This design comes from an exercise in tuning for small area, a short achievable clock period and few clock cycles per item on the open sky130 flow, not from production work.

Setup of rev 12:
==> flow/design.v <==
module calc_alu64 (
  input  wire        clk,
  input  wire        rst,
  input  wire        in_valid,
  output wire        in_ready,
  input  wire [1:0]  op,         
  input  wire [63:0] a,
  input  wire [63:0] b,
  output reg         out_valid,
  output wire [63:0] result
);
  localparam OP_ADD = 2'd0, OP_SUB = 2'd1, OP_MUL = 2'd2, OP_DIV = 2'd3;
  reg        rdy;      
  reg        v;        
  reg        ms;       
  reg        ds;       
  reg [1:0]  opr;
  reg [6:0]  la, lb;   
  reg [5:0]  bc;       
  reg        inv;      
  reg [6:0]  cnt;      
  reg [67:0] X;        
  reg [66:0] Y;        
  reg [63:0] R;        
  assign in_ready = rdy;
  assign result   = R;
  function automatic [6:0] lod64(input [63:0] x);    
    reg [63:0] vv;
    reg [383:0] pp;      
    integer lvl, i;
    begin
      vv = x;
      pp = 384'd0;
      for (lvl = 0; lvl < 6; lvl = lvl + 1) begin
        for (i = 0; i < (32 >> lvl); i = i + 1) begin
          if (vv[2*i+1])
            pp[6*i +: 6] = pp[6*(2*i+1) +: 6] | (6'd1 << lvl);
          else
            pp[6*i +: 6] = pp[6*(2*i) +: 6];
          vv[i] = vv[2*i+1] | vv[2*i];
        end
      end
      lod64 = {vv[0], pp[5:0]};
    end
  endfunction
  function automatic [7:0] bytes_nz(input [63:0] x);
    integer i;
    for (i = 0; i < 8; i = i + 1) bytes_nz[i] = |x[8*i +: 8];
  endfunction
  wire [7:0] ba = bytes_nz(a);
  wire [7:0] bb = bytes_nz(b);
  wire [7:0] ba_s = ba | {1'b0, ba[7:1]} | {2'b0, ba[7:2]} | {3'b0, ba[7:3]} |
                    {4'b0, ba[7:4]} | {5'b0, ba[7:5]} | {6'b0, ba[7:6]} | {7'b0, ba[7]};
  wire       b_above = |(bb & ~ba_s);
  wire       swap = (op == OP_MUL) & b_above;
  wire       in_qf = b_above | ~|bb;
  wire       in_m1 = (b[63:3] == 61'd0) | ((a[63:3] == 61'd0) & b_above);
  function automatic [5:0] booth(input [3:0] p, input pb);
    booth = {p[0] ^ pb, (p[1] & ~p[0] & ~pb) | (~p[1] & p[0] & pb), p[1],
             p[2] ^ p[1], (p[3] & ~p[2] & ~p[1]) | (~p[3] & p[2] & p[1]), p[3]};
  endfunction
  function automatic [67:0] bkadd(input [67:0] x, input [67:0] y, input c);
    reg [68:0] g, p, G, P;    
    integer i, d;
    begin
      g = {x & y, c};
      p = {x ^ y, 1'b0};
      G = g;
      P = p;
      for (d = 1; d < 69; d = d * 2)
        for (i = 2*d - 1; i < 69; i = i + 2*d) begin
          G[i] = G[i] | (P[i] & G[i-d]);
          P[i] = P[i] & P[i-d];
        end
      for (d = 64; d >= 1; d = d / 2)
        for (i = 3*d - 1; i < 69; i = i + 2*d) begin
          G[i] = G[i] | (P[i] & G[i-d]);
          P[i] = P[i] & P[i-d];
        end
      bkadd = p[68:1] ^ G[67:0];
    end
  endfunction
  wire [67:0] asum = bkadd(X, {1'b0, Y} ^ {68{inv}}, inv);
  wire        q    = ~asum[67];          
  wire [63:0] mc = X[63:0];
  wire [63:0] mp = Y[63:0];
  wire one0 = bc[5], two0 = bc[4], neg0 = bc[3];
  wire one1 = bc[2], two1 = bc[1], neg1 = bc[0];
  wire [63:0] m0   = ({64{one0}} & mc) | ({64{two0}} & {mc[62:0], 1'b0});
  wire [63:0] m1   = ({64{one1}} & mc) | ({64{two1}} & {mc[62:0], 1'b0});
  wire [63:0] pp0  = m0 ^ {64{neg0}};
  wire [63:0] pp1  = {m1[61:0], 2'b00} ^ {64{neg1}};
  wire [63:0] racc = v ? 64'd0 : R;
  wire [63:0] cs_s = racc ^ pp0 ^ pp1;
  wire [63:0] cs_c = (racc & pp0) | (racc & pp1) | (pp0 & pp1);
  wire [67:0] msum_w = bkadd({4'd0, cs_s}, {4'd0, cs_c[62:0], neg0}, neg1);
  wire [63:0] msum = msum_w[63:0];
  wire        mlast = (mp[63:3] == 61'd0);    
  wire        mnext = (mp[63:7] == 57'd0);    
  wire [6:0]  dpos   = {1'b0, la[5:0]} - {1'b0, lb[5:0]};    
  wire        qz     = ~lb[6] | ~la[6] | dpos[6];
  wire [3:0]  sh     = dpos[5:2];
  wire [66:0] yshift = {Y[63:0], 3'b000} << {sh, 2'b00};
  wire is_mul = (opr == OP_MUL);
  wire is_div = (opr == OP_DIV);
  wire one_cycle = ~opr[1] | (opr[0] & qz);    
  always @(posedge clk) begin
    if (rst) begin
      rdy       <= 1'b1;
      v         <= 1'b0;
      ms        <= 1'b0;
      ds        <= 1'b0;
      out_valid <= 1'b0;
    end else begin
      v         <= rdy & in_valid;
      ms        <= (v & is_mul & ~mlast) | (ms & ~rdy);
      ds        <= (v & is_div & ~qz) | (ds & ~rdy);
      out_valid <= (v & (one_cycle | (is_mul & mlast))) | ((ms | ds) & rdy);
      if (rdy)
        rdy <= ~in_valid | ~op[1] | (op[0] ? in_qf : in_m1);
      else if (v)
        rdy <= is_mul ? mnext : qz;    
      else if (ms)
        rdy <= mnext;
      else
        rdy <= (cnt == 7'd2);
    end
  end
  always @(posedge clk) begin
    if (rdy) begin
      opr <= op;
      inv <= op[0];
      la  <= lod64(a);
      lb  <= lod64(b);
    end else if (ds) begin
      inv <= q;
    end
    cnt <= ds ? cnt - 7'd1 : {1'b0, sh, 2'b00} + 7'd4;
    if (rdy)
      bc <= swap ? booth(a[3:0], 1'b0) : booth(b[3:0], 1'b0);
    else
      bc <= booth(Y[7:4], Y[3]);
    if (rdy) begin
      X <= {4'd0, swap ? b : a};
      Y <= {3'd0, swap ? a : b};
    end else if (v & is_div) begin
      Y <= yshift;
    end else if (v | ms) begin
      X <= {X[63:0], 4'b0000};
      Y <= {4'b0000, Y[66:4]};
    end else if (ds) begin
      X <= asum;
      Y <= {1'b0, Y[66:1]};
    end
    if (v & ~is_mul)
      R <= (~opr[1]) ? asum[63:0] : 64'd0;
    else if (ds)
      R <= {R[62:0], q};
    else
      R <= msum;
  end
endmodule
clock: 10.0 ns
lec_check: 0
abc_clock_period_in_ps: 3000
cap_margin: 20
core_margin: 2
core_utilization: 40
place_density: 0.6
setup_slack_margin: 5
slew_margin: 20
standard.sh (not shown) runs the stock make flow with config.mk's settings and CLKGATE_MAP_FILE= SYNTH_SCRIPT=/design/flow/synth_recipe.tcl, a recipe that flattens the netlist after the stock synthesis.
==> flow/flow/run.sh <==
#!/bin/bash
set -euo pipefail
bash standard.sh "BUFFER_PORTS_ARGS=-buffer_cell sky130_fd_sc_hd__buf_2" SETUP_SLACK_MARGIN=5.5 finish > flow_make.log 2>&1
Setup changes, rev 12 to rev 13
-- flow/design.v --
<<< rev 12, line 18
  reg [6:0]  la, lb;   
  reg [5:0]  bc;       
  reg        inv;      
  reg [6:0]  cnt;      
>>> rev 13, line 18
  reg [6:0]  la, lb;   
  reg [5:0]  bc;       
  reg        s_add;    
  reg        s_mul;    
  reg        s_div;    
  reg        s_aln;    
  reg        inv;      
  reg [6:0]  cnt;      
<<< rev 12, line 53
                    {4'b0, ba[7:4]} | {5'b0, ba[7:5]} | {6'b0, ba[7:6]} | {7'b0, ba[7]};
  wire       b_above = |(bb & ~ba_s);
  wire       swap = (op == OP_MUL) & b_above;
  wire       in_qf = b_above | ~|bb;
  wire       in_m1 = (b[63:3] == 61'd0) | ((a[63:3] == 61'd0) & b_above);
  function automatic [5:0] booth(input [3:0] p, input pb);
    booth = {p[0] ^ pb, (p[1] & ~p[0] & ~pb) | (~p[1] & p[0] & pb), p[1],
>>> rev 13, line 57
                    {4'b0, ba[7:4]} | {5'b0, ba[7:5]} | {6'b0, ba[7:6]} | {7'b0, ba[7]};
  wire       b_above = |(bb & ~ba_s);
  wire [3:0] qa = {|ba[7:6], |ba[5:4], |ba[3:2], |ba[1:0]};
  wire [3:0] qb = {|bb[7:6], |bb[5:4], |bb[3:2], |bb[1:0]};
  wire       swap = (op == OP_MUL) &
                    ((qb[3] & ~qa[3]) | (qb[2] & ~|qa[3:2]) | (qb[1] & ~|qa[3:1]) |
                     (qb[0] & ~|qa[3:0]));
  wire       in_qf = b_above | ~|bb;
  wire       in_m1 = (b[63:3] == 61'd0) | ((a[63:3] == 61'd0) & swap);
  function automatic [5:0] booth(input [3:0] p, input pb);
    booth = {p[0] ^ pb, (p[1] & ~p[0] & ~pb) | (~p[1] & p[0] & pb), p[1],
<<< rev 12, line 105
  wire is_div = (opr == OP_DIV);
  wire one_cycle = ~opr[1] | (opr[0] & qz);    
  always @(posedge clk) begin
    if (rst) begin
>>> rev 13, line 113
  wire is_div = (opr == OP_DIV);
  wire one_cycle = ~opr[1] | (opr[0] & qz);    
  wire ms_n = (v & is_mul & ~mlast) | (ms & ~rdy);
  wire ds_n = (v & is_div & ~qz) | (ds & ~rdy);
  wire acc  = rdy & in_valid;
  always @(posedge clk) begin
    if (rst) begin
<<< rev 12, line 114
    end else begin
      v         <= rdy & in_valid;
      ms        <= (v & is_mul & ~mlast) | (ms & ~rdy);
      ds        <= (v & is_div & ~qz) | (ds & ~rdy);
      out_valid <= (v & (one_cycle | (is_mul & mlast))) | ((ms | ds) & rdy);
      if (rdy)
>>> rev 13, line 125
    end else begin
      v         <= rdy & in_valid;
      ms        <= ms_n;
      ds        <= ds_n;
      out_valid <= (v & (one_cycle | (is_mul & mlast))) | ((ms | ds) & rdy);
      if (rdy)
<<< rev 12, line 128
  end
  always @(posedge clk) begin
    if (rdy) begin
      opr <= op;
      inv <= op[0];
      la  <= lod64(a);
      lb  <= lod64(b);
    end else if (ds) begin
      inv <= q;
>>> rev 13, line 139
  end
  always @(posedge clk) begin
    la  <= lod64(a);    
    lb  <= lod64(b);
    if (rdy) begin
      opr <= op;
      inv <= op[0];
    end else if (ds) begin
      inv <= q;
<<< rev 12, line 141
    else
      bc <= booth(Y[7:4], Y[3]);
    if (rdy) begin
      X <= {4'd0, swap ? b : a};
      Y <= {3'd0, swap ? a : b};
    end else if (v & is_div) begin
      Y <= yshift;
    end else if (v | ms) begin
      X <= {X[63:0], 4'b0000};
      Y <= {4'b0000, Y[66:4]};
    end else if (ds) begin
      X <= asum;
      Y <= {1'b0, Y[66:1]};
    end
    if (v & ~is_mul)
      R <= (~opr[1]) ? asum[63:0] : 64'd0;
    else if (ds)
      R <= {R[62:0], q};
    else
      R <= msum;
  end
endmodule
>>> rev 13, line 152
    else
      bc <= booth(Y[7:4], Y[3]);
    s_add <= acc & ~op[1];
    s_mul <= (acc & (op == OP_MUL)) | ms_n;
    s_div <= ds_n;
    s_aln <= acc & (op == OP_DIV);
    if (rdy) begin
      X <= {4'd0, swap ? b : a};
      Y <= {3'd0, swap ? a : b};
    end else if (s_aln) begin
      Y <= yshift;
    end else if (s_mul) begin
      X <= {X[63:0], 4'b0000};
      Y <= {4'b0000, Y[66:4]};
    end else if (s_div) begin
      X <= asum;
      Y <= {1'b0, Y[66:1]};
    end
    R <= ({64{s_add}} & asum[63:0]) | ({64{s_div}} & {R[62:0], q}) |
         ({64{s_mul}} & msum);
  end
endmodule
### Flow results
- Going from rev 12 to rev 13, final cell count saw a decrease; number of instances resized during post-cts repair saw a decrease; well-tap cell count saw a decrease; number of I/O port buffers saw little to no change; number of logic inverters in the finished layout saw an increase.
- After detailed routing, rev 12 needs more wire than rev 13.
Function was not checked in any run of this note: the RTL went through the layout flow alone.

-- port drivers added, routing unchanged --
The results above use ideal ports. As a check the final layouts listed here were re-extracted and re-timed, cells and wires unchanged. Step 1: set_driving_cell puts a clkbuf_16 on clk and a buf_2 on each other input, an assumption about the parent block. Step 2 times the ports against the registers' clock, not the clock port: input delays grow and output delays shrink by t, the midpoint of the rising clock arrivals with the driver on. a / b / c = ideal / step 1 / step 2; a / b = the first two.
run	shift t [ns]	setup WS [ns]	hold WS [ns]	clock arrival spread, ns	pins driven straight from the clock port
rev 12	0.613	5.319 / 5.319 / 4.869	0.469 / 0.469 / 0.469	0.019 / 0.019	1
rev 13	0.621	5.143 / 5.143 / 4.963	0.463 / 0.463 / 0.463	0.023 / 0.024	1
After both steps every run listed still meets setup and hold. For rev 12, which loses most, drivers alone change the setup slack by 0.000 ns; drivers and shift together by -0.450 ns.
